Source: an optimization exercise on an open RTL-to-GDS flow (aim: small area, a short achievable clock period and few clock cycles). Production flows keep margins and buffers that such runs may drop.
At most, simulation tests tie the RTL to the original design; equivalence was not proved.
The RTL of run 1 was laid out without a check of its function.
No activity file was given, so power comes from the tool's default toggle rates.

==> flow/design.v, too long to show whole: its modules and the start of the top module <==
// module sieve_engine: 1662 lines
module sieve_engine (
    input  wire        clk,
    input  wire        rst_n,
    input  wire        reg_we,
    input  wire [8:0]  reg_addr,
    input  wire [63:0] reg_wdata,
    output reg  [63:0] reg_rdata,
    input  wire [2:0]  win_addr,
    output wire [63:0] win_rdata,
    output wire        irq
);
  // ...
==> flow/flow/run.sh <==
#!/bin/bash
# The standard ORFS layout (the standard.sh), with two changes to how it is
# made: the port buffers that global placement inserts are plain buffers
# (buf_4) rather than the default pick, and timing repair aims for a larger
# setup margin. The SDC, clock period and every other step are unchanged.
set -euo pipefail
bash standard.sh "BUFFER_PORTS_ARGS=-buffer_cell sky130_fd_sc_hd__buf_4" SETUP_SLACK_MARGIN=5 finish > make.log 2>&1
==> flow/standard.sh <==
#!/bin/bash
# synth_recipe.tcl (not shown) runs the flow's synth.tcl, then flattens the netlist and writes it again
# the make line also repeats each setting of config.mk as NAME=value (left out here)
make -C /OpenROAD-flow-scripts/flow DESIGN_CONFIG=/design/flow/config.mk WORK_HOME=/design/flow/orfs CLKGATE_MAP_FILE= SYNTH_SCRIPT=/design/flow/synth_recipe.tcl "${@:-finish}"
==> flow/config.mk <==
export PLATFORM = sky130hd
export DESIGN_NAME = sieve_engine
export DESIGN_NICKNAME = sieve_engine
export VERILOG_FILES = /design/flow/design.v
export SDC_FILE = /design/flow/constraint.sdc
export NUM_CORES = 8
export LEC_CHECK = 0
export CAP_MARGIN = 20
export CORE_MARGIN = 2
export CORE_UTILIZATION = 45
export SETUP_SLACK_MARGIN = 5
export SLEW_MARGIN = 20
export SYNTH_MEMORY_MAX_BITS = 16384
==> flow/constraint.sdc <==
create_clock -name core_clock -period 12.0 [get_ports {clk}]
set_input_delay 2.4000 -clock core_clock [delete_from_list [all_inputs] [get_ports {clk}]]
set_output_delay 2.4000 -clock core_clock [all_outputs]
set_load 0.01 [all_outputs]
==> flow_summary_export.csv, run 1 <==
group,metric,value,unit
timing,rsz0062_at_grt,"true",
floorplanning,rows,129,
timing,worst_hold_slack,0.492,ns
placed_design,dpl_cell_area,59500,um^2
clock_network,cts_hold_buf,0,
drt,detail_route.wl_per_cell,36.5,um
worst_setup_path,reg2reg_slack,4.55,ns
layout,fill_cells,11892,
layout,inverters,378,
layout,top_regs,"arg0: 64 flops, arg1: 64 flops, segsize: 64 flops",
worst_setup_path,reg2reg_to,"res1_lo[7]",
grt,antenna_found_initial,38,
layout,antenna_cells,37,
power_and_ir_drop,total_power,7.13,mW
layout,seq_area_share,19.0,%
synthesis,synth_xor_area_share,3.16,%
synthesis,avgSynthCellArea,7.55,um^2
job,maxCapViolCount,0,
floorplanning,die_w,357,um
timing,setup_viol,0,
synthesis,synth-compound-area-share,31.7,%
grt,grt_pass1_wl,480000,um
timing,fmax,0.134,GHz
worst_setup_path,cpMostUsedCell,"fa_2",
drt,via_per_inst,7.47,
worst_setup_path,end_kind,"register",
worst_setup_path,crit_buf_inv,7,
outcome,outcome,"timing/DRC/antenna clean",
timing,worst_pin_slew,1.26,ns
layout,signal_buffers,666,
clock_network,cts_root_buffer,"clkbuf_16",
synthesis,synth_top_area_share,16.3,%
synthesis,synth_edf_count,115,
power_and_ir_drop,p_comb_share,48.7,%
floorplanning,core-area,124000,um^2
worst_setup_path,slowest_stage,"a222oi_1",
layout,largest_class,"multi-input combinational cells",
clock_network,cts.sinks,483,
hold_path,hold_class,"register to register",
synthesis,synth-main-ff-cell,"dfrtp_1",
synthesis,synth_most_common_cell,"nand2_1",
hold_path,worstHoldStart,"res1_lo[13]",
drt,vias,69179,
timing,fin_ws,4.55,ns
clock_network,cts_tree,"yes",
==> run 2, diff against run 1 <==
--- a/flow/design.v
+++ b/flow/design.v
@@ -72,14 +72,6 @@
             pmul[7] = (c == 7'd53) | (c == 7'd61) | (c == 7'd68) | (c == 7'd69) | (c == 7'd76) | (c == 7'd77) | (c == 7'd83) | (c == 7'd84) | (c == 7'd85);
         end
     endfunction
-    function [2:0] pdivm;
-        input [8:0] c;
-        begin
-            pdivm[0] = (c == 9'd0) | (c == 9'd1) | (c == 9'd2) | (c == 9'd3) | (c == 9'd4) | (c == 9'd5) | (c == 9'd6) | (c == 9'd14) | (c == 9'd15) | (c == 9'd16) | (c == 9'd17) | (c == 9'd18) | (c == 9'd19) | (c == 9'd20) | (c == 9'd28) | (c == 9'd29) | (c == 9'd30) | (c == 9'd31) | (c == 9'd32) | (c == 9'd33) | (c == 9'd34) | (c == 9'd35) | (c == 9'd36) | (c == 9'd37) | (c == 9'd38) | (c == 9'd39) | (c == 9'd40) | (c == 9'd41) | (c == 9'd42) | (c == 9'd54) | (c == 9'd55) | (c == 9'd56) | (c == 9'd57) | (c == 9'd58) | (c == 9'd59) | (c == 9'd60) | (c == 9'd61) | (c == 9'd62) | (c == 9'd63) | (c == 9'd64) | (c == 9'd65) | (c == 9'd66) | (c == 9'd67) | (c == 9'd68) | (c == 9'd69) | (c == 9'd70) | (c == 9'd71) | (c == 9'd72) | (c == 9'd73) | (c == 9'd74) | (c == 9'd75) | (c == 9'd76) | (c == 9'd90) | (c == 9'd91) | (c == 9'd92) | (c == 9'd93) | (c == 9'd94) | (c == 9'd95) | (c == 9'd96) | (c == 9'd97) | (c == 9'd98) | (c == 9'd99) | (c == 9'd100) | (c == 9'd101) | (c == 9'd102) | (c == 9'd103) | (c == 9'd104) | (c == 9'd105) | (c == 9'd106) | (c == 9'd107) | (c == 9'd108) | (c == 9'd109) | (c == 9'd110) | (c == 9'd111) | (c == 9'd112) | (c == 9'd128) | (c == 9'd129) | (c == 9'd130) | (c == 9'd131) | (c == 9'd132) | (c == 9'd133) | (c == 9'd134) | (c == 9'd135) | (c == 9'd136) | (c == 9'd137) | (c == 9'd138) | (c == 9'd139) | (c == 9'd140) | (c == 9'd141) | (c == 9'd142) | (c == 9'd143) | (c == 9'd144) | (c == 9'd145) | (c == 9'd146) | (c == 9'd160) | (c == 9'd161) | (c == 9'd162) | (c == 9'd163) | (c == 9'd164) | (c == 9'd165) | (c == 9'd166) | (c == 9'd167) | (c == 9'd168) | (c == 9'd169) | (c == 9'd170) | (c == 9'd171) | (c == 9'd172) | (c == 9'd173) | (c == 9'd174) | (c == 9'd175) | (c == 9'd176) | (c == 9'd177) | (c == 9'd178) | (c == 9'd179) | (c == 9'd180) | (c == 9'd181) | (c == 9'd182) | (c == 9'd192) | (c == 9'd193) | (c == 9'd194) | (c == 9'd195) | (c == 9'd196) | (c == 9'd197) | (c == 9'd198) | (c == 9'd199) | (c == 9'd200) | (c == 9'd201) | (c == 9'd202) | (c == 9'd203) | (c == 9'd204) | (c == 9'd205) | (c == 9'd206) | (c == 9'd207) | (c == 9'd208) | (c == 9'd209) | (c == 9'd210) | (c == 9'd211) | (c == 9'd212) | (c == 9'd213) | (c == 9'd214) | (c == 9'd215) | (c == 9'd216) | (c == 9'd217) | (c == 9'd218) | (c == 9'd219) | (c == 9'd220) | (c == 9'd224) | (c == 9'd225) | (c == 9'd226) | (c == 9'd227) | (c == 9'd228) | (c == 9'd229) | (c == 9'd230) | (c == 9'd231) | (c == 9'd232) | (c == 9'd233) | (c == 9'd234) | (c == 9'd235) | (c == 9'd236) | (c == 9'd237) | (c == 9'd238) | (c == 9'd239) | (c == 9'd240) | (c == 9'd241) | (c == 9'd242) | (c == 9'd243) | (c == 9'd244) | (c == 9'd245) | (c == 9'd246) | (c == 9'd247) | (c == 9'd248) | (c == 9'd249) | (c == 9'd250) | (c == 9'd251) | (c == 9'd252) | (c == 9'd253) | (c == 9'd254) | (c == 9'd256) | (c == 9'd257) | (c == 9'd258) | (c == 9'd259) | (c == 9'd260) | (c == 9'd261) | (c == 9'd262) | (c == 9'd263) | (c == 9'd264) | (c == 9'd265) | (c == 9'd266) | (c == 9'd267) | (c == 9'd268) | (c == 9'd269) | (c == 9'd270) | (c == 9'd271) | (c == 9'd272) | (c == 9'd273) | (c == 9'd274) | (c == 9'd275) | (c == 9'd276) | (c == 9'd277) | (c == 9'd278) | (c == 9'd279) | (c == 9'd280) | (c == 9'd281) | (c == 9'd282) | (c == 9'd283) | (c == 9'd284) | (c == 9'd285) | (c == 9'd286) | (c == 9'd287) | (c == 9'd288) | (c == 9'd289) | (c == 9'd290) | (c == 9'd291) | (c == 9'd292) | (c == 9'd293) | (c == 9'd294) | (c == 9'd295) | (c == 9'd296) | (c == 9'd297) | (c == 9'd298) | (c == 9'd299) | (c == 9'd300) | (c == 9'd301) | (c == 9'd302) | (c == 9'd303) | (c == 9'd304) | (c == 9'd305) | (c == 9'd306) | (c == 9'd307) | (c == 9'd308) | (c == 9'd309) | (c == 9'd310) | (c == 9'd311) | (c == 9'd312) | (c == 9'd313) | (c == 9'd314) | (c == 9'd315) | (c == 9'd316) | (c == 9'd317) | (c == 9'd318) | (c == 9'd319) | (c == 9'd320) | (c == 9'd321) | (c == 9'd322) | (c == 9'd323) | (c == 9'd324) | (c == 9'd325) | (c == 9'd326) | (c == 9'd327) | (c == 9'd328) | (c == 9'd329) | (c == 9'd330) | (c == 9'd331) | (c == 9'd332) | (c == 9'd333) | (c == 9'd334) | (c == 9'd335) | (c == 9'd336) | (c == 9'd337) | (c == 9'd338) | (c == 9'd339) | (c == 9'd340) | (c == 9'd341) | (c == 9'd342) | (c == 9'd343) | (c == 9'd344) | (c == 9'd345) | (c == 9'd346) | (c == 9'd347) | (c == 9'd348) | (c == 9'd349) | (c == 9'd350) | (c == 9'd351);
-            pdivm[1] = (c == 9'd7) | (c == 9'd8) | (c == 9'd9) | (c == 9'd10) | (c == 9'd11) | (c == 9'd12) | (c == 9'd13) | (c == 9'd14) | (c == 9'd15) | (c == 9'd16) | (c == 9'd17) | (c == 9'd18) | (c == 9'd19) | (c == 9'd20) | (c == 9'd43) | (c == 9'd44) | (c == 9'd45) | (c == 9'd46) | (c == 9'd47) | (c == 9'd48) | (c == 9'd49) | (c == 9'd50) | (c == 9'd51) | (c == 9'd52) | (c == 9'd53) | (c == 9'd54) | (c == 9'd55) | (c == 9'd56) | (c == 9'd57) | (c == 9'd58) | (c == 9'd59) | (c == 9'd60) | (c == 9'd61) | (c == 9'd62) | (c == 9'd63) | (c == 9'd77) | (c == 9'd78) | (c == 9'd79) | (c == 9'd80) | (c == 9'd81) | (c == 9'd82) | (c == 9'd83) | (c == 9'd84) | (c == 9'd85) | (c == 9'd86) | (c == 9'd87) | (c == 9'd88) | (c == 9'd89) | (c == 9'd90) | (c == 9'd91) | (c == 9'd92) | (c == 9'd93) | (c == 9'd94) | (c == 9'd95) | (c == 9'd113) | (c == 9'd114) | (c == 9'd115) | (c == 9'd116) | (c == 9'd117) | (c == 9'd118) | (c == 9'd119) | (c == 9'd120) | (c == 9'd121) | (c == 9'd122) | (c == 9'd123) | (c == 9'd124) | (c == 9'd125) | (c == 9'd126) | (c == 9'd127) | (c == 9'd147) | (c == 9'd148) | (c == 9'd149) | (c == 9'd150) | (c == 9'd151) | (c == 9'd152) | (c == 9'd153) | (c == 9'd154) | (c == 9'd155) | (c == 9'd156) | (c == 9'd157) | (c == 9'd158) | (c == 9'd159) | (c == 9'd183) | (c == 9'd184) | (c == 9'd185) | (c == 9'd186) | (c == 9'd187) | (c == 9'd188) | (c == 9'd189) | (c == 9'd190) | (c == 9'd191) | (c == 9'd221) | (c == 9'd222) | (c == 9'd223) | (c == 9'd255);
-            pdivm[2] = (c == 9'd21) | (c == 9'd22) | (c == 9'd23) | (c == 9'd24) | (c == 9'd25) | (c == 9'd26) | (c == 9'd27) | (c == 9'd28) | (c == 9'd29) | (c == 9'd30) | (c == 9'd31);
-        end
-    endfunction
     function [3:0] add15;
         input [3:0] a, b;
         reg [3:0] g, p, c;
@@ -1008,12 +1000,7 @@
     function [5:0] tcum0;
         input [5:0] c;
         begin
-            tcum0[0] = (c == 6'd1) | (c == 6'd5) | (c == 6'd6) | (c == 6'd8) | (c == 6'd9) | (c == 6'd10) | (c == 6'd12) | (c == 6'd13) | (c == 6'd15) | (c == 6'd16) | (c == 6'd20) | (c == 6'd23) | (c == 6'd25) | (c == 6'd28) | (c == 6'd29) | (c == 6'd30);
-            tcum0[1] = (c == 6'd3) | (c == 6'd5) | (c == 6'd9) | (c == 6'd11) | (c == 6'd13) | (c == 6'd16) | (c == 6'd18) | (c == 6'd23) | (c == 6'd26) | (c == 6'd28) | (c == 6'd29) | (c == 6'd31);
-            tcum0[2] = (c == 6'd2) | (c == 6'd3) | (c == 6'd6) | (c == 6'd10) | (c == 6'd11) | (c == 6'd14) | (c == 6'd15) | (c == 6'd16) | (c == 6'd19) | (c == 6'd20) | (c == 6'd24) | (c == 6'd25) | (c == 6'd26) | (c == 6'd30) | (c == 6'd31);
-            tcum0[3] = (c == 6'd4) | (c == 6'd5) | (c == 6'd6) | (c == 6'd12) | (c == 6'd13) | (c == 6'd14) | (c == 6'd15) | (c == 6'd16) | (c == 6'd21) | (c == 6'd22) | (c == 6'd23) | (c == 6'd24) | (c == 6'd25) | (c == 6'd26) | (c == 6'd32);
-            tcum0[4] = (c == 6'd7) | (c == 6'd8) | (c == 6'd9) | (c == 6'd10) | (c == 6'd11) | (c == 6'd12) | (c == 6'd13) | (c == 6'd14) | (c == 6'd15) | (c == 6'd16) | (c == 6'd27) | (c == 6'd28) | (c == 6'd29) | (c == 6'd30) | (c == 6'd31) | (c == 6'd32);
-            tcum0[5] = (c == 6'd17) | (c == 6'd18) | (c == 6'd19) | (c == 6'd20) | (c == 6'd21) | (c == 6'd22) | (c == 6'd23) | (c == 6'd24) | (c == 6'd25) | (c == 6'd26) | (c == 6'd27) | (c == 6'd28) | (c == 6'd29) | (c == 6'd30) | (c == 6'd31) | (c == 6'd32);
+            tcum0 = (c[5] ? (c[4] ? 6'd0 : (c[3] ? 6'd0 : (c[2] ? 6'd0 : (c[1] ? 6'd0 : (c[0] ? 6'd0 : 6'd56))))) : (c[4] ? (c[3] ? (c[2] ? (c[1] ? (c[0] ? 6'd54 : 6'd53) : 6'd51) : (c[1] ? (c[0] ? 6'd48 : 6'd46) : (c[0] ? 6'd45 : 6'd44))) : (c[2] ? (c[1] ? (c[0] ? 6'd43 : 6'd40) : (c[0] ? 6'd40 : 6'd37)) : (c[1] ? (c[0] ? 6'd36 : 6'd34) : (c[0] ? 6'd32 : 6'd31)))) : (c[3] ? (c[2] ? (c[1] ? (c[0] ? 6'd29 : 6'd28) : (c[0] ? 6'd27 : 6'd25)) : (c[1] ? (c[0] ? 6'd22 : 6'd21) : (c[0] ? 6'd19 : 6'd17))) : (c[2] ? (c[1] ? (c[0] ? 6'd16 : 6'd13) : (c[0] ? 6'd11 : 6'd8)) : (c[1] ? (c[0] ? 6'd6 : 6'd4) : (c[0] ? 6'd1 : 6'd0))))));
         end
     endfunction
     wire [5:0] th0 = tcum0(cnt_hi);
@@ -1021,12 +1008,7 @@
     function [5:0] tcum1;
         input [5:0] c;
         begin
-            tcum1[0] = (c == 6'd2) | (c == 6'd3) | (c == 6'd5) | (c == 6'd6) | (c == 6'd9) | (c == 6'd11) | (c == 6'd14) | (c == 6'd16) | (c == 6'd18) | (c == 6'd19) | (c == 6'd20) | (c == 6'd23) | (c == 6'd24) | (c == 6'd26) | (c == 6'd27) | (c == 6'd28) | (c == 6'd30) | (c == 6'd32);
-            tcum1[1] = (c == 6'd3) | (c == 6'd6) | (c == 6'd8) | (c == 6'd9) | (c == 6'd12) | (c == 6'd15) | (c == 6'd16) | (c == 6'd19) | (c == 6'd21) | (c == 6'd22) | (c == 6'd23) | (c == 6'd25) | (c == 6'd26) | (c == 6'd27) | (c == 6'd29) | (c == 6'd30);
-            tcum1[2] = (c == 6'd4) | (c == 6'd5) | (c == 6'd6) | (c == 6'd10) | (c == 6'd11) | (c == 6'd12) | (c == 6'd17) | (c == 6'd18) | (c == 6'd19) | (c == 6'd24) | (c == 6'd25) | (c == 6'd26) | (c == 6'd27) | (c == 6'd31) | (c == 6'd32);
-            tcum1[3] = (c == 6'd7) | (c == 6'd8) | (c == 6'd9) | (c == 6'd10) | (c == 6'd11) | (c == 6'd12) | (c == 6'd20) | (c == 6'd21) | (c == 6'd22) | (c == 6'd23) | (c == 6'd24) | (c == 6'd25) | (c == 6'd26) | (c == 6'd27);
-            tcum1[4] = (c == 6'd13) | (c == 6'd14) | (c == 6'd15) | (c == 6'd16) | (c == 6'd17) | (c == 6'd18) | (c == 6'd19) | (c == 6'd20) | (c == 6'd21) | (c == 6'd22) | (c == 6'd23) | (c == 6'd24) | (c == 6'd25) | (c == 6'd26) | (c == 6'd27);
-            tcum1[5] = (c == 6'd28) | (c == 6'd29) | (c == 6'd30) | (c == 6'd31) | (c == 6'd32);
+            tcum1 = (c[5] ? (c[4] ? 6'd0 : (c[3] ? 6'd0 : (c[2] ? 6'd0 : (c[1] ? 6'd0 : (c[0] ? 6'd0 : 6'd37))))) : (c[4] ? (c[3] ? (c[2] ? (c[1] ? (c[0] ? 6'd36 : 6'd35) : (c[0] ? 6'd34 : 6'd33)) : (c[1] ? 6'd31 : (c[0] ? 6'd30 : 6'd29))) : (c[2] ? (c[1] ? (c[0] ? 6'd27 : 6'd26) : (c[0] ? 6'd26 : 6'd25)) : (c[1] ? (c[0] ? 6'd23 : 6'd21) : (c[0] ? 6'd20 : 6'd19)))) : (c[3] ? (c[2] ? (c[1] ? (c[0] ? 6'd18 : 6'd17) : (c[0] ? 6'd16 : 6'd14)) : (c[1] ? (c[0] ? 6'd13 : 6'd12) : (c[0] ? 6'd11 : 6'd10))) : (c[2] ? (c[1] ? (c[0] ? 6'd8 : 6'd7) : (c[0] ? 6'd5 : 6'd4)) : (c[1] ? (c[0] ? 6'd3 : 6'd1) : 6'd0)))));
         end
     endfunction
     wire [5:0] th1 = tcum1(cnt_hi);
@@ -1034,11 +1016,7 @@
     function [4:0] tcum2;
         input [5:0] c;
         begin
-            tcum2[0] = (c == 6'd3) | (c == 6'd4) | (c == 6'd8) | (c == 6'd10) | (c == 6'd12) | (c == 6'd14) | (c == 6'd17) | (c == 6'd20) | (c == 6'd22) | (c == 6'd25) | (c == 6'd26) | (c == 6'd27) | (c == 6'd29) | (c == 6'd30) | (c == 6'd31) | (c == 6'd32);
-            tcum2[1] = (c == 6'd4) | (c == 6'd7) | (c == 6'd8) | (c == 6'd11) | (c == 6'd12) | (c == 6'd15) | (c == 6'd18) | (c == 6'd19) | (c == 6'd20) | (c == 6'd23) | (c == 6'd28) | (c == 6'd29);
-            tcum2[2] = (c == 6'd5) | (c == 6'd6) | (c == 6'd7) | (c == 6'd8) | (c == 6'd13) | (c == 6'd14) | (c == 6'd15) | (c == 6'd21) | (c == 6'd22) | (c == 6'd23) | (c == 6'd30) | (c == 6'd31) | (c == 6'd32);
-            tcum2[3] = (c == 6'd9) | (c == 6'd10) | (c == 6'd11) | (c == 6'd12) | (c == 6'd13) | (c == 6'd14) | (c == 6'd15) | (c == 6'd24) | (c == 6'd25) | (c == 6'd26) | (c == 6'd27) | (c == 6'd28) | (c == 6'd29) | (c == 6'd30) | (c == 6'd31) | (c == 6'd32);
-            tcum2[4] = (c == 6'd16) | (c == 6'd17) | (c == 6'd18) | (c == 6'd19) | (c == 6'd20) | (c == 6'd21) | (c == 6'd22) | (c == 6'd23) | (c == 6'd24) | (c == 6'd25) | (c == 6'd26) | (c == 6'd27) | (c == 6'd28) | (c == 6'd29) | (c == 6'd30) | (c == 6'd31) | (c == 6'd32);
+            tcum2 = (c[5] ? (c[4] ? 5'd0 : (c[3] ? 5'd0 : (c[2] ? 5'd0 : (c[1] ? 5'd0 : (c[0] ? 5'd0 : 5'd29))))) : (c[4] ? (c[3] ? (c[2] ? (c[1] ? 5'd29 : (c[0] ? 5'd27 : 5'd26)) : (c[1] ? 5'd25 : (c[0] ? 5'd25 : 5'd24))) : (c[2] ? (c[1] ? (c[0] ? 5'd22 : 5'd21) : (c[0] ? 5'd20 : 5'd19)) : (c[1] ? 5'd18 : (c[0] ? 5'd17 : 5'd16)))) : (c[3] ? (c[2] ? (c[1] ? (c[0] ? 5'd14 : 5'd13) : (c[0] ? 5'd12 : 5'd11)) : (c[1] ? (c[0] ? 5'd10 : 5'd9) : (c[0] ? 5'd8 : 5'd7))) : (c[2] ? (c[1] ? (c[0] ? 5'd6 : 5'd4) : (c[0] ? 5'd4 : 5'd3)) : (c[1] ? (c[0] ? 5'd1 : 5'd0) : 5'd0)))));
         end
     endfunction
     wire [4:0] th2 = tcum2(cnt_hi);
@@ -1046,11 +1024,7 @@
     function [4:0] tcum3;
         input [5:0] c;
         begin
-            tcum3[0] = (c == 6'd5) | (c == 6'd7) | (c == 6'd8) | (c == 6'd9) | (c == 6'd10) | (c == 6'd12) | (c == 6'd14) | (c == 6'd17) | (c == 6'd19) | (c == 6'd21) | (c == 6'd22) | (c == 6'd24) | (c == 6'd25) | (c == 6'd28) | (c == 6'd30) | (c == 6'd31);
-            tcum3[1] = (c == 6'd6) | (c == 6'd7) | (c == 6'd8) | (c == 6'd11) | (c == 6'd12) | (c == 6'd15) | (c == 6'd16) | (c == 6'd17) | (c == 6'd20) | (c == 6'd21) | (c == 6'd22) | (c == 6'd26) | (c == 6'd27) | (c == 6'd28) | (c == 6'd31);
-            tcum3[2] = (c == 6'd9) | (c == 6'd10) | (c == 6'd11) | (c == 6'd12) | (c == 6'd18) | (c == 6'd19) | (c == 6'd20) | (c == 6'd21) | (c == 6'd22) | (c == 6'd29) | (c == 6'd30) | (c == 6'd31);
-            tcum3[3] = (c == 6'd13) | (c == 6'd14) | (c == 6'd15) | (c == 6'd16) | (c == 6'd17) | (c == 6'd18) | (c == 6'd19) | (c == 6'd20) | (c == 6'd21) | (c == 6'd22) | (c == 6'd32);
-            tcum3[4] = (c == 6'd23) | (c == 6'd24) | (c == 6'd25) | (c == 6'd26) | (c == 6'd27) | (c == 6'd28) | (c == 6'd29) | (c == 6'd30) | (c == 6'd31) | (c == 6'd32);
+            tcum3 = (c[5] ? (c[4] ? 5'd0 : (c[3] ? 5'd0 : (c[2] ? 5'd0 : (c[1] ? 5'd0 : (c[0] ? 5'd0 : 5'd24))))) : (c[4] ? (c[3] ? (c[2] ? (c[1] ? (c[0] ? 5'd23 : 5'd21) : (c[0] ? 5'd20 : 5'd19)) : (c[1] ? 5'd18 : 5'd17)) : (c[2] ? (c[1] ? (c[0] ? 5'd16 : 5'd15) : (c[0] ? 5'd15 : 5'd14)) : (c[1] ? (c[0] ? 5'd13 : 5'd12) : (c[0] ? 5'd11 : 5'd10)))) : (c[3] ? (c[2] ? (c[1] ? (c[0] ? 5'd10 : 5'd9) : (c[0] ? 5'd8 : 5'd7)) : (c[1] ? (c[0] ? 5'd6 : 5'd5) : (c[0] ? 5'd5 : 5'd3))) : (c[2] ? (c[1] ? (c[0] ? 5'd3 : 5'd2) : (c[0] ? 5'd1 : 5'd0)) : 5'd0))));
         end
     endfunction
     wire [4:0] th3 = tcum3(cnt_hi);
@@ -1058,11 +1032,7 @@
     function [4:0] tcum4;
         input [5:0] c;
         begin
-            tcum4[0] = (c == 6'd6) | (c == 6'd7) | (c == 6'd12) | (c == 6'd14) | (c == 6'd17) | (c == 6'd18) | (c == 6'd20) | (c == 6'd21) | (c == 6'd25) | (c == 6'd26) | (c == 6'd29) | (c == 6'd30) | (c == 6'd32);
-            tcum4[1] = (c == 6'd8) | (c == 6'd9) | (c == 6'd13) | (c == 6'd14) | (c == 6'd19) | (c == 6'd20) | (c == 6'd21) | (c == 6'd23) | (c == 6'd24) | (c == 6'd25) | (c == 6'd26) | (c == 6'd31) | (c == 6'd32);
-            tcum4[2] = (c == 6'd10) | (c == 6'd11) | (c == 6'd12) | (c == 6'd13) | (c == 6'd14) | (c == 6'd22) | (c == 6'd23) | (c == 6'd24) | (c == 6'd25) | (c == 6'd26);
-            tcum4[3] = (c == 6'd15) | (c == 6'd16) | (c == 6'd17) | (c == 6'd18) | (c == 6'd19) | (c == 6'd20) | (c == 6'd21) | (c == 6'd22) | (c == 6'd23) | (c == 6'd24) | (c == 6'd25) | (c == 6'd26);
-            tcum4[4] = (c == 6'd27) | (c == 6'd28) | (c == 6'd29) | (c == 6'd30) | (c == 6'd31) | (c == 6'd32);
+            tcum4 = (c[5] ? (c[4] ? 5'd0 : (c[3] ? 5'd0 : (c[2] ? 5'd0 : (c[1] ? 5'd0 : (c[0] ? 5'd0 : 5'd19))))) : (c[4] ? (c[3] ? (c[2] ? (c[1] ? (c[0] ? 5'd18 : 5'd17) : (c[0] ? 5'd17 : 5'd16)) : (c[1] ? (c[0] ? 5'd16 : 5'd15) : (c[0] ? 5'd15 : 5'd14))) : (c[2] ? (c[1] ? (c[0] ? 5'd14 : 5'd12) : 5'd11) : (c[1] ? (c[0] ? 5'd10 : 5'd9) : (c[0] ? 5'd9 : 5'd8)))) : (c[3] ? (c[2] ? (c[1] ? (c[0] ? 5'd8 : 5'd7) : (c[0] ? 5'd6 : 5'd5)) : (c[1] ? 5'd4 : 5'd2)) : (c[2] ? (c[1] ? 5'd1 : 5'd0) : 5'd0))));
         end
     endfunction
     wire [4:0] th4 = tcum4(cnt_hi);
@@ -1070,10 +1040,7 @@
     function [3:0] tcum5;
         input [5:0] c;
         begin
-            tcum5[0] = (c == 6'd9) | (c == 6'd10) | (c == 6'd12) | (c == 6'd13) | (c == 6'd14) | (c == 6'd16) | (c == 6'd18) | (c == 6'd19) | (c == 6'd20) | (c == 6'd23) | (c == 6'd26) | (c == 6'd27) | (c == 6'd28) | (c == 6'd29) | (c == 6'd30) | (c == 6'd32);
-            tcum5[1] = (c == 6'd11) | (c == 6'd12) | (c == 6'd13) | (c == 6'd14) | (c == 6'd17) | (c == 6'd18) | (c == 6'd19) | (c == 6'd20) | (c == 6'd24) | (c == 6'd25) | (c == 6'd26) | (c == 6'd27) | (c == 6'd31) | (c == 6'd32);
-            tcum5[2] = (c == 6'd15) | (c == 6'd16) | (c == 6'd17) | (c == 6'd18) | (c == 6'd19) | (c == 6'd20) | (c == 6'd28) | (c == 6'd29) | (c == 6'd30) | (c == 6'd31) | (c == 6'd32);
-            tcum5[3] = (c == 6'd21) | (c == 6'd22) | (c == 6'd23) | (c == 6'd24) | (c == 6'd25) | (c == 6'd26) | (c == 6'd27) | (c == 6'd28) | (c == 6'd29) | (c == 6'd30) | (c == 6'd31) | (c == 6'd32);
+            tcum5 = (c[5] ? (c[4] ? 4'd0 : (c[3] ? 4'd0 : (c[2] ? 4'd0 : (c[1] ? 4'd0 : (c[0] ? 4'd0 : 4'd15))))) : (c[4] ? (c[3] ? (c[2] ? (c[1] ? (c[0] ? 4'd14 : 4'd13) : 4'd13) : (c[1] ? 4'd11 : 4'd10)) : (c[2] ? (c[1] ? (c[0] ? 4'd9 : 4'd8) : (c[0] ? 4'd8 : 4'd7)) : (c[1] ? 4'd7 : (c[0] ? 4'd6 : 4'd5)))) : (c[3] ? (c[2] ? (c[1] ? (c[0] ? 4'd4 : 4'd3) : 4'd3) : (c[1] ? (c[0] ? 4'd2 : 4'd1) : (c[0] ? 4'd1 : 4'd0))) : 4'd0)));
         end
     endfunction
     wire [3:0] th5 = tcum5(cnt_hi);
@@ -1081,10 +1048,7 @@
     function [3:0] tcum6;
         input [5:0] c;
         begin
-            tcum6[0] = (c == 6'd14) | (c == 6'd18) | (c == 6'd19) | (c == 6'd21) | (c == 6'd22) | (c == 6'd26) | (c == 6'd27) | (c == 6'd28) | (c == 6'd30) | (c == 6'd31) | (c == 6'd32);
-            tcum6[1] = (c == 6'd15) | (c == 6'd16) | (c == 6'd17) | (c == 6'd18) | (c == 6'd19) | (c == 6'd23) | (c == 6'd24) | (c == 6'd25) | (c == 6'd26) | (c == 6'd27) | (c == 6'd28);
-            tcum6[2] = (c == 6'd20) | (c == 6'd21) | (c == 6'd22) | (c == 6'd23) | (c == 6'd24) | (c == 6'd25) | (c == 6'd26) | (c == 6'd27) | (c == 6'd28);
-            tcum6[3] = (c == 6'd29) | (c == 6'd30) | (c == 6'd31) | (c == 6'd32);
+            tcum6 = (c[5] ? (c[4] ? 4'd0 : (c[3] ? 4'd0 : (c[2] ? 4'd0 : (c[1] ? 4'd0 : (c[0] ? 4'd0 : 4'd9))))) : (c[4] ? (c[3] ? (c[2] ? (c[1] ? 4'd9 : (c[0] ? 4'd8 : 4'd7)) : (c[1] ? 4'd7 : 4'd6)) : (c[2] ? (c[1] ? (c[0] ? 4'd6 : 4'd5) : (c[0] ? 4'd5 : 4'd4)) : (c[1] ? 4'd3 : 4'd2))) : (c[3] ? (c[2] ? (c[1] ? (c[0] ? 4'd2 : 4'd1) : 4'd0) : 4'd0) : 4'd0)));
         end
     endfunction
     wire [3:0] th6 = tcum6(cnt_hi);
@@ -1092,10 +1056,7 @@
     function [3:0] tcum7;
         input [5:0] c;
         begin
-            tcum7[0] = (c == 6'd16) | (c == 6'd17) | (c == 6'd18) | (c == 6'd22) | (c == 6'd25) | (c == 6'd26) | (c == 6'd27) | (c == 6'd31);
-            tcum7[1] = (c == 6'd19) | (c == 6'd20) | (c == 6'd21) | (c == 6'd22) | (c == 6'd28) | (c == 6'd29) | (c == 6'd30) | (c == 6'd31);
-            tcum7[2] = (c == 6'd23) | (c == 6'd24) | (c == 6'd25) | (c == 6'd26) | (c == 6'd27) | (c == 6'd28) | (c == 6'd29) | (c == 6'd30) | (c == 6'd31);
-            tcum7[3] = (c == 6'd32);
+            tcum7 = (c[5] ? (c[4] ? 4'd0 : (c[3] ? 4'd0 : (c[2] ? 4'd0 : (c[1] ? 4'd0 : (c[0] ? 4'd0 : 4'd8))))) : (c[4] ? (c[3] ? (c[2] ? (c[1] ? (c[0] ? 4'd7 : 4'd6) : 4'd6) : (c[1] ? 4'd5 : (c[0] ? 4'd5 : 4'd4))) : (c[2] ? (c[1] ? (c[0] ? 4'd4 : 4'd3) : 4'd2) : (c[1] ? (c[0] ? 4'd2 : 4'd1) : 4'd1))) : 4'd0));
         end
     endfunction
     wire [3:0] th7 = tcum7(cnt_hi);
@@ -1103,9 +1064,7 @@
     function [2:0] tcum8;
         input [5:0] c;
         begin
-            tcum8[0] = (c == 6'd23) | (c == 6'd24) | (c == 6'd25) | (c == 6'd27) | (c == 6'd28);
-            tcum8[1] = (c == 6'd26) | (c == 6'd27) | (c == 6'd28);
-            tcum8[2] = (c == 6'd29) | (c == 6'd30) | (c == 6'd31) | (c == 6'd32);
+            tcum8 = (c[5] ? (c[4] ? 3'd0 : (c[3] ? 3'd0 : (c[2] ? 3'd0 : (c[1] ? 3'd0 : (c[0] ? 3'd0 : 3'd4))))) : (c[4] ? (c[3] ? (c[2] ? (c[1] ? 3'd4 : (c[0] ? 3'd4 : 3'd3)) : (c[1] ? (c[0] ? 3'd3 : 3'd2) : 3'd1)) : (c[2] ? (c[1] ? (c[0] ? 3'd1 : 3'd0) : 3'd0) : 3'd0)) : 3'd0));
         end
     endfunction
     wire [2:0] th8 = tcum8(cnt_hi);
@@ -1113,8 +1072,7 @@
     function [1:0] tcum9;
         input [5:0] c;
         begin
-            tcum9[0] = (c == 6'd28) | (c == 6'd29) | (c == 6'd32);
-            tcum9[1] = (c == 6'd30) | (c == 6'd31) | (c == 6'd32);
+            tcum9 = (c[5] ? (c[4] ? 2'd0 : (c[3] ? 2'd0 : (c[2] ? 2'd0 : (c[1] ? 2'd0 : (c[0] ? 2'd0 : 2'd3))))) : (c[4] ? (c[3] ? (c[2] ? (c[1] ? 2'd2 : 2'd1) : 2'd0) : 2'd0) : 2'd0));
         end
     endfunction
     wire [1:0] th9 = tcum9(cnt_hi);
@@ -1122,7 +1080,7 @@
     function [0:0] tcum10;
         input [5:0] c;
         begin
-            tcum10[0] = (c == 6'd31) | (c == 6'd32);
+            tcum10 = (c[5] ? (c[4] ? 1'd0 : (c[3] ? 1'd0 : (c[2] ? 1'd0 : (c[1] ? 1'd0 : (c[0] ? 1'd0 : 1'd1))))) : (c[4] ? (c[3] ? (c[2] ? (c[1] ? (c[0] ? 1'd1 : 1'd0) : 1'd0) : 1'd0) : 1'd0) : 1'd0));
         end
     endfunction
     wire [0:0] th10 = tcum10(cnt_hi);
@@ -1373,12 +1331,7 @@
     wire [5:0]  sv_sw = pseg[5] ? segleft : pseg;    
     wire [9:0]  wt_key = {ap_pc, nblocks};
     wire [5:0]  wt;                       
-    assign wt[0] = (wt_key == 10'd3) | (wt_key == 10'd5) | (wt_key == 10'd7) | (wt_key == 10'd9) | (wt_key == 10'd11) | (wt_key == 10'd13) | (wt_key == 10'd15) | (wt_key == 10'd17) | (wt_key == 10'd19) | (wt_key == 10'd21) | (wt_key == 10'd23) | (wt_key == 10'd25) | (wt_key == 10'd27) | (wt_key == 10'd29) | (wt_key == 10'd31) | (wt_key == 10'd66) | (wt_key == 10'd68) | (wt_key == 10'd70) | (wt_key == 10'd72) | (wt_key == 10'd74) | (wt_key == 10'd76) | (wt_key == 10'd77) | (wt_key == 10'd79) | (wt_key == 10'd81) | (wt_key == 10'd83) | (wt_key == 10'd85) | (wt_key == 10'd87) | (wt_key == 10'd88) | (wt_key == 10'd90) | (wt_key == 10'd92) | (wt_key == 10'd94) | (wt_key == 10'd96) | (wt_key == 10'd131) | (wt_key == 10'd133) | (wt_key == 10'd134) | (wt_key == 10'd136) | (wt_key == 10'd138) | (wt_key == 10'd140) | (wt_key == 10'd142) | (wt_key == 10'd145) | (wt_key == 10'd148) | (wt_key == 10'd150) | (wt_key == 10'd152) | (wt_key == 10'd154) | (wt_key == 10'd156) | (wt_key == 10'd157) | (wt_key == 10'd159) | (wt_key == 10'd160) | (wt_key == 10'd197) | (wt_key == 10'd199) | (wt_key == 10'd200) | (wt_key == 10'd203) | (wt_key == 10'd205) | (wt_key == 10'd207) | (wt_key == 10'd208) | (wt_key == 10'd210) | (wt_key == 10'd212) | (wt_key == 10'd214) | (wt_key == 10'd216) | (wt_key == 10'd217) | (wt_key == 10'd220) | (wt_key == 10'd222) | (wt_key == 10'd224) | (wt_key == 10'd262) | (wt_key == 10'd263) | (wt_key == 10'd266) | (wt_key == 10'd267) | (wt_key == 10'd269) | (wt_key == 10'd271) | (wt_key == 10'd273) | (wt_key == 10'd274) | (wt_key == 10'd276) | (wt_key == 10'd277) | (wt_key == 10'd279) | (wt_key == 10'd280) | (wt_key == 10'd281) | (wt_key == 10'd282) | (wt_key == 10'd285) | (wt_key == 10'd286) | (wt_key == 10'd288) | (wt_key == 10'd329) | (wt_key == 10'd330) | (wt_key == 10'd332) | (wt_key == 10'd333) | (wt_key == 10'd334) | (wt_key == 10'd336) | (wt_key == 10'd338) | (wt_key == 10'd341) | (wt_key == 10'd342) | (wt_key == 10'd344) | (wt_key == 10'd345) | (wt_key == 10'd348) | (wt_key == 10'd349) | (wt_key == 10'd351) | (wt_key == 10'd398) | (wt_key == 10'd402) | (wt_key == 10'd403) | (wt_key == 10'd405) | (wt_key == 10'd406) | (wt_key == 10'd408) | (wt_key == 10'd409) | (wt_key == 10'd413) | (wt_key == 10'd464) | (wt_key == 10'd465) | (wt_key == 10'd466) | (wt_key == 10'd470) | (wt_key == 10'd473) | (wt_key == 10'd476) | (wt_key == 10'd477) | (wt_key == 10'd478) | (wt_key == 10'd480) | (wt_key == 10'd535) | (wt_key == 10'd536) | (wt_key == 10'd537) | (wt_key == 10'd539) | (wt_key == 10'd540) | (wt_key == 10'd543) | (wt_key == 10'd544) | (wt_key == 10'd604) | (wt_key == 10'd605) | (wt_key == 10'd608) | (wt_key == 10'd671) | (wt_key == 10'd672);
-    assign wt[1] = (wt_key == 10'd2) | (wt_key == 10'd3) | (wt_key == 10'd6) | (wt_key == 10'd7) | (wt_key == 10'd10) | (wt_key == 10'd11) | (wt_key == 10'd14) | (wt_key == 10'd15) | (wt_key == 10'd18) | (wt_key == 10'd19) | (wt_key == 10'd22) | (wt_key == 10'd23) | (wt_key == 10'd26) | (wt_key == 10'd27) | (wt_key == 10'd30) | (wt_key == 10'd31) | (wt_key == 10'd67) | (wt_key == 10'd68) | (wt_key == 10'd71) | (wt_key == 10'd72) | (wt_key == 10'd75) | (wt_key == 10'd76) | (wt_key == 10'd78) | (wt_key == 10'd79) | (wt_key == 10'd82) | (wt_key == 10'd83) | (wt_key == 10'd86) | (wt_key == 10'd87) | (wt_key == 10'd89) | (wt_key == 10'd90) | (wt_key == 10'd93) | (wt_key == 10'd94) | (wt_key == 10'd132) | (wt_key == 10'd133) | (wt_key == 10'd134) | (wt_key == 10'd137) | (wt_key == 10'd138) | (wt_key == 10'd141) | (wt_key == 10'd142) | (wt_key == 10'd144) | (wt_key == 10'd145) | (wt_key == 10'd149) | (wt_key == 10'd150) | (wt_key == 10'd153) | (wt_key == 10'd154) | (wt_key == 10'd157) | (wt_key == 10'd198) | (wt_key == 10'd199) | (wt_key == 10'd200) | (wt_key == 10'd204) | (wt_key == 10'd205) | (wt_key == 10'd209) | (wt_key == 10'd210) | (wt_key == 10'd213) | (wt_key == 10'd214) | (wt_key == 10'd218) | (wt_key == 10'd219) | (wt_key == 10'd220) | (wt_key == 10'd223) | (wt_key == 10'd224) | (wt_key == 10'd264) | (wt_key == 10'd265) | (wt_key == 10'd266) | (wt_key == 10'd267) | (wt_key == 10'd270) | (wt_key == 10'd271) | (wt_key == 10'd275) | (wt_key == 10'd276) | (wt_key == 10'd277) | (wt_key == 10'd281) | (wt_key == 10'd282) | (wt_key == 10'd287) | (wt_key == 10'd288) | (wt_key == 10'd331) | (wt_key == 10'd332) | (wt_key == 10'd333) | (wt_key == 10'd334) | (wt_key == 10'd337) | (wt_key == 10'd338) | (wt_key == 10'd343) | (wt_key == 10'd344) | (wt_key == 10'd345) | (wt_key == 10'd350) | (wt_key == 10'd351) | (wt_key == 10'd399) | (wt_key == 10'd400) | (wt_key == 10'd401) | (wt_key == 10'd402) | (wt_key == 10'd403) | (wt_key == 10'd407) | (wt_key == 10'd408) | (wt_key == 10'd409) | (wt_key == 10'd414) | (wt_key == 10'd415) | (wt_key == 10'd416) | (wt_key == 10'd467) | (wt_key == 10'd468) | (wt_key == 10'd469) | (wt_key == 10'd470) | (wt_key == 10'd474) | (wt_key == 10'd475) | (wt_key == 10'd476) | (wt_key == 10'd477) | (wt_key == 10'd478) | (wt_key == 10'd538) | (wt_key == 10'd539) | (wt_key == 10'd540) | (wt_key == 10'd606) | (wt_key == 10'd607) | (wt_key == 10'd608);
-    assign wt[2] = (wt_key == 10'd4) | (wt_key == 10'd5) | (wt_key == 10'd6) | (wt_key == 10'd7) | (wt_key == 10'd12) | (wt_key == 10'd13) | (wt_key == 10'd14) | (wt_key == 10'd15) | (wt_key == 10'd20) | (wt_key == 10'd21) | (wt_key == 10'd22) | (wt_key == 10'd23) | (wt_key == 10'd28) | (wt_key == 10'd29) | (wt_key == 10'd30) | (wt_key == 10'd31) | (wt_key == 10'd69) | (wt_key == 10'd70) | (wt_key == 10'd71) | (wt_key == 10'd72) | (wt_key == 10'd77) | (wt_key == 10'd78) | (wt_key == 10'd79) | (wt_key == 10'd84) | (wt_key == 10'd85) | (wt_key == 10'd86) | (wt_key == 10'd87) | (wt_key == 10'd91) | (wt_key == 10'd92) | (wt_key == 10'd93) | (wt_key == 10'd94) | (wt_key == 10'd135) | (wt_key == 10'd136) | (wt_key == 10'd137) | (wt_key == 10'd138) | (wt_key == 10'd143) | (wt_key == 10'd144) | (wt_key == 10'd145) | (wt_key == 10'd151) | (wt_key == 10'd152) | (wt_key == 10'd153) | (wt_key == 10'd154) | (wt_key == 10'd158) | (wt_key == 10'd159) | (wt_key == 10'd160) | (wt_key == 10'd201) | (wt_key == 10'd202) | (wt_key == 10'd203) | (wt_key == 10'd204) | (wt_key == 10'd205) | (wt_key == 10'd211) | (wt_key == 10'd212) | (wt_key == 10'd213) | (wt_key == 10'd214) | (wt_key == 10'd221) | (wt_key == 10'd222) | (wt_key == 10'd223) | (wt_key == 10'd224) | (wt_key == 10'd268) | (wt_key == 10'd269) | (wt_key == 10'd270) | (wt_key == 10'd271) | (wt_key == 10'd278) | (wt_key == 10'd279) | (wt_key == 10'd280) | (wt_key == 10'd281) | (wt_key == 10'd282) | (wt_key == 10'd335) | (wt_key == 10'd336) | (wt_key == 10'd337) | (wt_key == 10'd338) | (wt_key == 10'd346) | (wt_key == 10'd347) | (wt_key == 10'd348) | (wt_key == 10'd349) | (wt_key == 10'd350) | (wt_key == 10'd351) | (wt_key == 10'd404) | (wt_key == 10'd405) | (wt_key == 10'd406) | (wt_key == 10'd407) | (wt_key == 10'd408) | (wt_key == 10'd409) | (wt_key == 10'd471) | (wt_key == 10'd472) | (wt_key == 10'd473) | (wt_key == 10'd474) | (wt_key == 10'd475) | (wt_key == 10'd476) | (wt_key == 10'd477) | (wt_key == 10'd478) | (wt_key == 10'd541) | (wt_key == 10'd542) | (wt_key == 10'd543) | (wt_key == 10'd544);
-    assign wt[3] = (wt_key == 10'd8) | (wt_key == 10'd9) | (wt_key == 10'd10) | (wt_key == 10'd11) | (wt_key == 10'd12) | (wt_key == 10'd13) | (wt_key == 10'd14) | (wt_key == 10'd15) | (wt_key == 10'd24) | (wt_key == 10'd25) | (wt_key == 10'd26) | (wt_key == 10'd27) | (wt_key == 10'd28) | (wt_key == 10'd29) | (wt_key == 10'd30) | (wt_key == 10'd31) | (wt_key == 10'd73) | (wt_key == 10'd74) | (wt_key == 10'd75) | (wt_key == 10'd76) | (wt_key == 10'd77) | (wt_key == 10'd78) | (wt_key == 10'd79) | (wt_key == 10'd88) | (wt_key == 10'd89) | (wt_key == 10'd90) | (wt_key == 10'd91) | (wt_key == 10'd92) | (wt_key == 10'd93) | (wt_key == 10'd94) | (wt_key == 10'd139) | (wt_key == 10'd140) | (wt_key == 10'd141) | (wt_key == 10'd142) | (wt_key == 10'd143) | (wt_key == 10'd144) | (wt_key == 10'd145) | (wt_key == 10'd155) | (wt_key == 10'd156) | (wt_key == 10'd157) | (wt_key == 10'd158) | (wt_key == 10'd159) | (wt_key == 10'd160) | (wt_key == 10'd206) | (wt_key == 10'd207) | (wt_key == 10'd208) | (wt_key == 10'd209) | (wt_key == 10'd210) | (wt_key == 10'd211) | (wt_key == 10'd212) | (wt_key == 10'd213) | (wt_key == 10'd214) | (wt_key == 10'd272) | (wt_key == 10'd273) | (wt_key == 10'd274) | (wt_key == 10'd275) | (wt_key == 10'd276) | (wt_key == 10'd277) | (wt_key == 10'd278) | (wt_key == 10'd279) | (wt_key == 10'd280) | (wt_key == 10'd281) | (wt_key == 10'd282) | (wt_key == 10'd339) | (wt_key == 10'd340) | (wt_key == 10'd341) | (wt_key == 10'd342) | (wt_key == 10'd343) | (wt_key == 10'd344) | (wt_key == 10'd345) | (wt_key == 10'd346) | (wt_key == 10'd347) | (wt_key == 10'd348) | (wt_key == 10'd349) | (wt_key == 10'd350) | (wt_key == 10'd351) | (wt_key == 10'd410) | (wt_key == 10'd411) | (wt_key == 10'd412) | (wt_key == 10'd413) | (wt_key == 10'd414) | (wt_key == 10'd415) | (wt_key == 10'd416) | (wt_key == 10'd479) | (wt_key == 10'd480);
-    assign wt[4] = (wt_key == 10'd16) | (wt_key == 10'd17) | (wt_key == 10'd18) | (wt_key == 10'd19) | (wt_key == 10'd20) | (wt_key == 10'd21) | (wt_key == 10'd22) | (wt_key == 10'd23) | (wt_key == 10'd24) | (wt_key == 10'd25) | (wt_key == 10'd26) | (wt_key == 10'd27) | (wt_key == 10'd28) | (wt_key == 10'd29) | (wt_key == 10'd30) | (wt_key == 10'd31) | (wt_key == 10'd80) | (wt_key == 10'd81) | (wt_key == 10'd82) | (wt_key == 10'd83) | (wt_key == 10'd84) | (wt_key == 10'd85) | (wt_key == 10'd86) | (wt_key == 10'd87) | (wt_key == 10'd88) | (wt_key == 10'd89) | (wt_key == 10'd90) | (wt_key == 10'd91) | (wt_key == 10'd92) | (wt_key == 10'd93) | (wt_key == 10'd94) | (wt_key == 10'd146) | (wt_key == 10'd147) | (wt_key == 10'd148) | (wt_key == 10'd149) | (wt_key == 10'd150) | (wt_key == 10'd151) | (wt_key == 10'd152) | (wt_key == 10'd153) | (wt_key == 10'd154) | (wt_key == 10'd155) | (wt_key == 10'd156) | (wt_key == 10'd157) | (wt_key == 10'd158) | (wt_key == 10'd159) | (wt_key == 10'd160) | (wt_key == 10'd215) | (wt_key == 10'd216) | (wt_key == 10'd217) | (wt_key == 10'd218) | (wt_key == 10'd219) | (wt_key == 10'd220) | (wt_key == 10'd221) | (wt_key == 10'd222) | (wt_key == 10'd223) | (wt_key == 10'd224) | (wt_key == 10'd283) | (wt_key == 10'd284) | (wt_key == 10'd285) | (wt_key == 10'd286) | (wt_key == 10'd287) | (wt_key == 10'd288) | (wt_key == 10'd352);
-    assign wt[5] = (wt_key == 10'd32) | (wt_key == 10'd95) | (wt_key == 10'd96);
+    assign wt = (wt_key[9] ? (wt_key[8] ? 6'd0 : (wt_key[7] ? (wt_key[6] ? 6'd0 : (wt_key[5] ? (wt_key[4] ? 6'd0 : (wt_key[3] ? 6'd0 : (wt_key[2] ? 6'd0 : (wt_key[1] ? 6'd0 : (wt_key[0] ? 6'd0 : 6'd1))))) : (wt_key[4] ? (wt_key[3] ? (wt_key[2] ? (wt_key[1] ? (wt_key[0] ? 6'd1 : 6'd0) : 6'd0) : 6'd0) : 6'd0) : 6'd0))) : (wt_key[6] ? (wt_key[5] ? (wt_key[4] ? 6'd0 : (wt_key[3] ? 6'd0 : (wt_key[2] ? 6'd0 : (wt_key[1] ? 6'd0 : (wt_key[0] ? 6'd0 : 6'd3))))) : (wt_key[4] ? (wt_key[3] ? (wt_key[2] ? (wt_key[1] ? 6'd2 : 6'd1) : 6'd0) : 6'd0) : 6'd0)) : (wt_key[5] ? (wt_key[4] ? 6'd0 : (wt_key[3] ? 6'd0 : (wt_key[2] ? 6'd0 : (wt_key[1] ? 6'd0 : (wt_key[0] ? 6'd0 : 6'd5))))) : (wt_key[4] ? (wt_key[3] ? (wt_key[2] ? (wt_key[1] ? (wt_key[0] ? 6'd5 : 6'd4) : (wt_key[0] ? 6'd4 : 6'd3)) : (wt_key[1] ? (wt_key[0] ? 6'd3 : 6'd2) : 6'd1)) : (wt_key[2] ? (wt_key[1] ? (wt_key[0] ? 6'd1 : 6'd0) : 6'd0) : 6'd0)) : 6'd0))))) : (wt_key[8] ? (wt_key[7] ? (wt_key[6] ? (wt_key[5] ? (wt_key[4] ? 6'd0 : (wt_key[3] ? 6'd0 : (wt_key[2] ? 6'd0 : (wt_key[1] ? 6'd0 : (wt_key[0] ? 6'd0 : 6'd9))))) : (wt_key[4] ? (wt_key[3] ? (wt_key[2] ? (wt_key[1] ? (wt_key[0] ? 6'd8 : 6'd7) : 6'd7) : (wt_key[1] ? 6'd6 : (wt_key[0] ? 6'd5 : 6'd4))) : (wt_key[2] ? (wt_key[1] ? (wt_key[0] ? 6'd4 : 6'd3) : 6'd2) : (wt_key[1] ? (wt_key[0] ? 6'd2 : 6'd1) : 6'd1))) : 6'd0)) : (wt_key[5] ? (wt_key[4] ? 6'd0 : (wt_key[3] ? 6'd0 : (wt_key[2] ? 6'd0 : (wt_key[1] ? 6'd0 : (wt_key[0] ? 6'd0 : 6'd10))))) : (wt_key[4] ? (wt_key[3] ? (wt_key[2] ? (wt_key[1] ? 6'd10 : (wt_key[0] ? 6'd9 : 6'd8)) : (wt_key[1] ? 6'd8 : 6'd7)) : (wt_key[2] ? (wt_key[1] ? (wt_key[0] ? 6'd6 : 6'd5) : (wt_key[0] ? 6'd5 : 6'd4)) : (wt_key[1] ? 6'd3 : 6'd2))) : (wt_key[3] ? (wt_key[2] ? (wt_key[1] ? (wt_key[0] ? 6'd2 : 6'd1) : 6'd0) : 6'd0) : 6'd0)))) : (wt_key[6] ? (wt_key[5] ? (wt_key[4] ? 6'd0 : (wt_key[3] ? 6'd0 : (wt_key[2] ? 6'd0 : (wt_key[1] ? 6'd0 : (wt_key[0] ? 6'd0 : 6'd16))))) : (wt_key[4] ? (wt_key[3] ? (wt_key[2] ? (wt_key[1] ? (wt_key[0] ? 6'd15 : 6'd14) : 6'd13) : (wt_key[1] ? 6'd12 : 6'd11)) : (wt_key[2] ? (wt_key[1] ? (wt_key[0] ? 6'd10 : 6'd9) : (wt_key[0] ? 6'd9 : 6'd8)) : (wt_key[1] ? (wt_key[0] ? 6'd8 : 6'd7) : (wt_key[0] ? 6'd6 : 6'd5)))) : (wt_key[3] ? (wt_key[2] ? (wt_key[1] ? (wt_key[0] ? 6'd4 : 6'd3) : 6'd3) : (wt_key[1] ? (wt_key[0] ? 6'd2 : 6'd1) : (wt_key[0] ? 6'd1 : 6'd0))) : 6'd0))) : (wt_key[5] ? (wt_key[4] ? 6'd0 : (wt_key[3] ? 6'd0 : (wt_key[2] ? 6'd0 : (wt_key[1] ? 6'd0 : (wt_key[0] ? 6'd0 : 6'd19))))) : (wt_key[4] ? (wt_key[3] ? (wt_key[2] ? (wt_key[1] ? (wt_key[0] ? 6'd18 : 6'd17) : (wt_key[0] ? 6'd17 : 6'd16)) : (wt_key[1] ? (wt_key[0] ? 6'd16 : 6'd15) : (wt_key[0] ? 6'd15 : 6'd13))) : (wt_key[2] ? (wt_key[1] ? (wt_key[0] ? 6'd13 : 6'd12) : 6'd11) : (wt_key[1] ? (wt_key[0] ? 6'd10 : 6'd9) : (wt_key[0] ? 6'd9 : 6'd8)))) : (wt_key[3] ? (wt_key[2] ? (wt_key[1] ? (wt_key[0] ? 6'd7 : 6'd6) : (wt_key[0] ? 6'd5 : 6'd4)) : (wt_key[1] ? 6'd3 : 6'd2)) : (wt_key[2] ? (wt_key[1] ? 6'd1 : 6'd0) : 6'd0)))))) : (wt_key[7] ? (wt_key[6] ? (wt_key[5] ? (wt_key[4] ? 6'd0 : (wt_key[3] ? 6'd0 : (wt_key[2] ? 6'd0 : (wt_key[1] ? 6'd0 : (wt_key[0] ? 6'd0 : 6'd23))))) : (wt_key[4] ? (wt_key[3] ? (wt_key[2] ? (wt_key[1] ? (wt_key[0] ? 6'd22 : 6'd21) : (wt_key[0] ? 6'd20 : 6'd19)) : (wt_key[1] ? 6'd18 : 6'd17)) : (wt_key[2] ? (wt_key[1] ? (wt_key[0] ? 6'd16 : 6'd15) : (wt_key[0] ? 6'd14 : 6'd13)) : (wt_key[1] ? (wt_key[0] ? 6'd12 : 6'd11) : (wt_key[0] ? 6'd10 : 6'd9)))) : (wt_key[3] ? (wt_key[2] ? (wt_key[1] ? (wt_key[0] ? 6'd9 : 6'd8) : (wt_key[0] ? 6'd7 : 6'd6)) : (wt_key[1] ? (wt_key[0] ? 6'd5 : 6'd4) : (wt_key[0] ? 6'd4 : 6'd3))) : (wt_key[2] ? (wt_key[1] ? (wt_key[0] ? 6'd3 : 6'd2) : (wt_key[0] ? 6'd1 : 6'd0)) : 6'd0)))) : (wt_key[5] ? (wt_key[4] ? 6'd0 : (wt_key[3] ? 6'd0 : (wt_key[2] ? 6'd0 : (wt_key[1] ? 6'd0 : (wt_key[0] ? 6'd0 : 6'd29))))) : (wt_key[4] ? (wt_key[3] ? (wt_key[2] ? (wt_key[1] ? (wt_key[0] ? 6'd29 : 6'd28) : (wt_key[0] ? 6'd27 : 6'd25)) : (wt_key[1] ? (wt_key[0] ? 6'd24 : 6'd23) : (wt_key[0] ? 6'd22 : 6'd21))) : (wt_key[2] ? (wt_key[1] ? (wt_key[0] ? 6'd20 : 6'd19) : (wt_key[0] ? 6'd18 : 6'd17)) : (wt_key[1] ? 6'd16 : (wt_key[0] ? 6'd15 : 6'd14)))) : (wt_key[3] ? (wt_key[2] ? (wt_key[1] ? (wt_key[0] ? 6'd12 : 6'd11) : (wt_key[0] ? 6'd10 : 6'd9)) : (wt_key[1] ? (wt_key[0] ? 6'd8 : 6'd7) : (wt_key[0] ? 6'd6 : 6'd5))) : (wt_key[2] ? (wt_key[1] ? (wt_key[0] ? 6'd4 : 6'd3) : (wt_key[0] ? 6'd3 : 6'd2)) : (wt_key[1] ? (wt_key[0] ? 6'd1 : 6'd0) : 6'd0)))))) : (wt_key[6] ? (wt_key[5] ? (wt_key[4] ? 6'd0 : (wt_key[3] ? 6'd0 : (wt_key[2] ? 6'd0 : (wt_key[1] ? 6'd0 : (wt_key[0] ? 6'd0 : 6'd33))))) : (wt_key[4] ? (wt_key[3] ? (wt_key[2] ? (wt_key[1] ? (wt_key[0] ? 6'd32 : 6'd31) : (wt_key[0] ? 6'd30 : 6'd29)) : (wt_key[1] ? (wt_key[0] ? 6'd28 : 6'd27) : (wt_key[0] ? 6'd26 : 6'd25))) : (wt_key[2] ? (wt_key[1] ? (wt_key[0] ? 6'd23 : 6'd22) : (wt_key[0] ? 6'd21 : 6'd20)) : (wt_key[1] ? (wt_key[0] ? 6'd19 : 6'd18) : (wt_key[0] ? 6'd17 : 6'd16)))) : (wt_key[3] ? (wt_key[2] ? (wt_key[1] ? (wt_key[0] ? 6'd15 : 6'd14) : (wt_key[0] ? 6'd13 : 6'd11)) : (wt_key[1] ? (wt_key[0] ? 6'd10 : 6'd9) : (wt_key[0] ? 6'd8 : 6'd7))) : (wt_key[2] ? (wt_key[1] ? (wt_key[0] ? 6'd6 : 6'd5) : (wt_key[0] ? 6'd4 : 6'd3)) : (wt_key[1] ? (wt_key[0] ? 6'd2 : 6'd1) : 6'd0))))) : (wt_key[5] ? (wt_key[4] ? 6'd0 : (wt_key[3] ? 6'd0 : (wt_key[2] ? 6'd0 : (wt_key[1] ? 6'd0 : (wt_key[0] ? 6'd0 : 6'd32))))) : (wt_key[4] ? (wt_key[3] ? (wt_key[2] ? (wt_key[1] ? (wt_key[0] ? 6'd31 : 6'd30) : (wt_key[0] ? 6'd29 : 6'd28)) : (wt_key[1] ? (wt_key[0] ? 6'd27 : 6'd26) : (wt_key[0] ? 6'd25 : 6'd24))) : (wt_key[2] ? (wt_key[1] ? (wt_key[0] ? 6'd23 : 6'd22) : (wt_key[0] ? 6'd21 : 6'd20)) : (wt_key[1] ? (wt_key[0] ? 6'd19 : 6'd18) : (wt_key[0] ? 6'd17 : 6'd16)))) : (wt_key[3] ? (wt_key[2] ? (wt_key[1] ? (wt_key[0] ? 6'd15 : 6'd14) : (wt_key[0] ? 6'd13 : 6'd12)) : (wt_key[1] ? (wt_key[0] ? 6'd11 : 6'd10) : (wt_key[0] ? 6'd9 : 6'd8))) : (wt_key[2] ? (wt_key[1] ? (wt_key[0] ? 6'd7 : 6'd6) : (wt_key[0] ? 6'd5 : 6'd4)) : (wt_key[1] ? (wt_key[0] ? 6'd3 : 6'd2) : 6'd0)))))))));
     integer gi;
     always @(posedge clk) begin
         if (!ngroups[3]) begin
==> flow/run.sh (new file) <==
#!/bin/bash
# synth_recipe.tcl (not shown) runs the flow's synth.tcl, then flattens the netlist and writes it again
# the make line also repeats each setting of config.mk as NAME=value (left out here)
make -C /OpenROAD-flow-scripts/flow DESIGN_CONFIG=/design/flow/config.mk WORK_HOME=/design/flow/orfs CLKGATE_MAP_FILE= SYNTH_SCRIPT=/design/flow/synth_recipe.tcl finish
--- a/flow/config.mk
+++ b/flow/config.mk
@@ -7,7 +7,7 @@
 export LEC_CHECK = 0
 export CAP_MARGIN = 20
 export CORE_MARGIN = 2
-export CORE_UTILIZATION = 45
+export CORE_UTILIZATION = 40
 export SETUP_SLACK_MARGIN = 5
 export SLEW_MARGIN = 20
 export SYNTH_MEMORY_MAX_BITS = 16384
removed: flow/flow/run.sh
removed: flow/standard.sh
==> run 2 against run 1 <==
Effect of this change: die area up 12%; still clean on timing, DRC and antenna; sequential power about the same; synthesized cell count down 0.93%; register-to-register slack better by 0.22 ns; clock-buffer cell count up 7; global-route usage down 6.9 points; flip-flop and latch count unchanged; worst hold slack worse by 0.0088 ns; critical path type is now primary input to output pin; via count down 2.9%; total power down 8.1%; non-clock buffer count up 73.
==> flow_summary_export.csv, run 2 <==
group,metric,value,unit
outcome,outcome,"timing/DRC/antenna clean",
timing,setup_tns,0,ns
timing,fmax,0.138,GHz
placed_design,finalWeightedCongestion,1.06,
drt,drc,0,
synthesis,synth.top_cells.by_count,"a21oi_1, nand2_1, nor2_1",
worst_setup_path,cp.arrival,4.83,ns
layout,top_regs,"arg0: 64 flops, arg1: 64 flops, segsize: 64 flops",
layout,area_growth,23.2,%
layout,nNetsFinal,8165,
layout,most-common-layout-cells,"nand2_1, a21oi_1, nor2_1",
synthesis,ys_ff_latch,483,
floorplanning,io_pins,208,
worst_setup_path,crit_buf_inv,8,
power_and_ir_drop,p_leak,28.4,nW
power_and_ir_drop,total_power,6.56,mW
clock_network,htreeDepth,2,
synthesis,avgSynthCellArea,7.59,um^2
synthesis,synth_top_area_share,16.4,%
timing,slew_violations,0,
power_and_ir_drop,p_per_area,95.4,nW/um^2
drt,vias,67206,
synthesis,synth_largest_area_cell,"dfrtp_1",
worst_setup_path,path_cells,"buf_12, buf_12, clkinv_8, bufbuf_16, buf_4, o211ai_1, a22oi_2, a211oi_2, buf_6, buf_6, a221o_1, a21oi_2, buf_2",
worst_setup_path,crit_family,"buffers and inverters",
synthesis,syn-num-nets,7942,
floorplanning,rows,137,
clock_network,numCtsBuffers,58,
drt,via_per_inst,7.06,
clock_network,cts.sinks,483,
layout,drive_above_1_share,17.3,%
timing,worst_pin_slew,1.26,ns
synthesis,async_flop_share,75.8,%
hold_path,hold_class,"register to register",
clock_network,cts_hold_buf,0,
timing,fin_ws,4.77,ns
timing,setup_viol,0,
timing,min_period,7.23,ns
synthesis,ys_warn_count,1,
synthesis,synth_most_common_cell,"a21oi_1",
floorplanning,initial_core_util,40.2,%
placed_design,place_hpwl,234000,um
timing,rsz0062_at_grt,"true",
grt,antenna_found_initial,22,
placed_design,place_ws,3.14,ns
timing,period_share,60.3,%
layout,final_common_cell,"nand2_1",
timing,hold_viol,0,
grt,grt_max_degree,184,
clock_network,cts_tree,"yes",
timing,skew,0.120,ns
floorplanning,die_h,378,um
worst_setup_path,slowest_delay,0.39,ns
floorplanning,die_w,378,um
worst_setup_path,end_kind,"output pin",
floorplanning,core-area,139000,um^2
drt,antenna_left,0,
worst_setup_path,startpoint_type,"primary input",
worst_setup_path,slowest_stage,"a22oi_2",
job,maxCapViolCount,0,
floorplanning,die_area,143000,um^2
synthesis,synth_edf_count,115,
drt,routed.top_layer,"met5",
worst_setup_path,path_class,"primary input to output pin",
power_and_ir_drop,peakVddDrop,0.000144,V
grt,grt_pass1_wl,467000,um
layout,fin_util,49.5,%
placed_design,portBuffers,207,
drt,dr_wl_met3,46600,um
worst_setup_path,required,9.60,ns
drt,wl_met2,134000,um
timing,worst_hold_slack,0.483,ns
drt,detail_route.wl_per_cell,34.8,um
grt,track_usage,44.8,%
drt,drt_first_pass_iters,10,
synthesis,synthCells,7357,
synthesis,ys_top_cells_by_area,"dfrtp_1, ha_1, a21oi_1, edfxtp_1, nand2_1",
clock_network,cts_buffer_depth,3,
synthesis,netlist_area,55800,um^2
synthesis,synth-main-ff-cell,"dfrtp_1",
drt,wl_met1,126000,um
synthesis,ys_seq_area_share,22.7,%
drt,wirelength,332000,um
grt,grt_pass1_vias,62687,
synthesis,synth_cell_types,119,
clock_network,cts_root_buffer,"clkbuf_16",
clock_network,clk_pin_slew_worst_paths,0.06,ns
grt,overflow,0,
worst_setup_path,critPathMaxFanout,6,
clock_network,clk_latency,0.78,ns
drt,drtIter0Drc,11801,
timing,max-slew-margin-rel,15.6,%
[run 2: changes by cell type after synthesis, moves of 21 or more]
cell and change:
inv_1 +21, buf_2 -22, a22o_1 -44, o22ai_1 -30
a221oi_1 +24, o21ai_0 +43, nor3_1 -44, ha_1 +46
nand3_1 -25
[run 2: kinds of logic (layout without fill, tap and decap cells)]
| logic type | Yosys count | count (layout) | synth area share (%) |
|---|---|---|---|
| multiplexers | 162 | 163 | 3.58 |
| AO/OA/AOI/OAI | 2677 | 2677 | 31.0 |
| other | 0 | 18 | 0 |
| flip-flops | 483 | 483 | 22.7 |
| XOR/XNOR | 188 | 188 | 3.00 |
| AND/OR/NAND/NOR | 2357 | 2360 | 19.8 |
| buffers and inverters | 977 | 1244 | 6.74 |
| adder cells (fa/ha/maj) | 513 | 513 | 13.2 |
[run 2: worst paths after layout]
kind / start / end / slack [ns] / cells past startpoint
setup / recovery: win_addr[0] / win_rdata[10] / 4.77 / 13
hold / removal: ngroups[1] / ngroups[1] / 0.48 / 2
setup reg to reg: pk[0] / res1_lo[5] / 4.77 / 30
hold reg to reg: ngroups[1] / ngroups[1] / 0.48 / 2
max in group asynchronous: rst_n / arg0[6] / 7.71 / 3
min in group asynchronous: rst_n / res0[47] / 1.69 / 1
[run 2: per-layer routing]
metal | global-route usage (%) | up-vias
met5 | 0.480 | -
met4 | 25.8 | 20
met3 | 16.2 | 1386
met2 | 63.4 | 5481
met1 | 58.4 | 32689
li1 | - | 27630
[run 2: timing repair]
action / 4_1_cts / 5_1_grt
buffers inserted: 154 / 108
endpoints found under the setup margin: 191 / 155
cloned: 32 / 4
pin swaps: 119 / 100
resized for setup: 688 / 282
[run 2: cell type report]
cell class              count  area (um^2)
clock buffers              79         1640
diodes                     18         45.0
inverters                 397         1560
well taps                1876         2350
flip-flops and latches    483        12700
repair buffers            739         7570
fillers                 13604        70300
multi-input cells        5901        42400
clock inverters            29          503
[run 2: power by group]
part	leakage (nW)	switching, mW	internal (mW)
Sequential	5.82	0.0362	1.70
Combinational	21.6	1.79	0.986
Clock	1.03	0.847	1.20
Total	28.4	2.67	3.89
[run 2: tightest hold or removal path, delay by kind of cell, from the launching register on]
family	cells	cell delay, ns
compound gates	1	0.06
flops	1	0.34
simple gates	1	0.04
[run 2: stage by stage]
step,area (um^2),cells
final,68800,9522
after global placement,60000,9092
after detailed placement,60100,9096
after global routing,68700,9505
after floorplan,56000,7357
after CTS,66600,9390
Testbench counts of run 2, summed over its fixed seeds: cycles 1,228.

-- afterwards: timing with drivers on the ports --
In the flow no input, the clock included, has a driving cell. The finished layouts below were timed again as built, in two steps. Step 1 assumes that a clkbuf_16 drives the clock port and a buf_2 every other input. Step 2, shift: input delay + t, output delay - t, t = (earliest + latest rising clock arrival at the registers) / 2. This alone moves slack from input paths to output paths. Slacks: no drivers / after step 1 / after step 2; pairs: no drivers / after step 1.
run | t, ns | setup WS [ns] | clock arrival spread, ns | worst data-port slew with drivers (ns)
run 1 | 0.737 | 4.552 / 4.552 / 4.434 | 0.092 / 0.092 | 0.05
run 2 | 0.806 | 4.769 / 4.720 / 4.379 | 0.120 / 0.119 | 0.12
After both steps setup and hold are still met in every run listed. For run 2, which loses most, drivers alone change the setup slack by -0.049 ns; drivers and shift together by -0.390 ns.
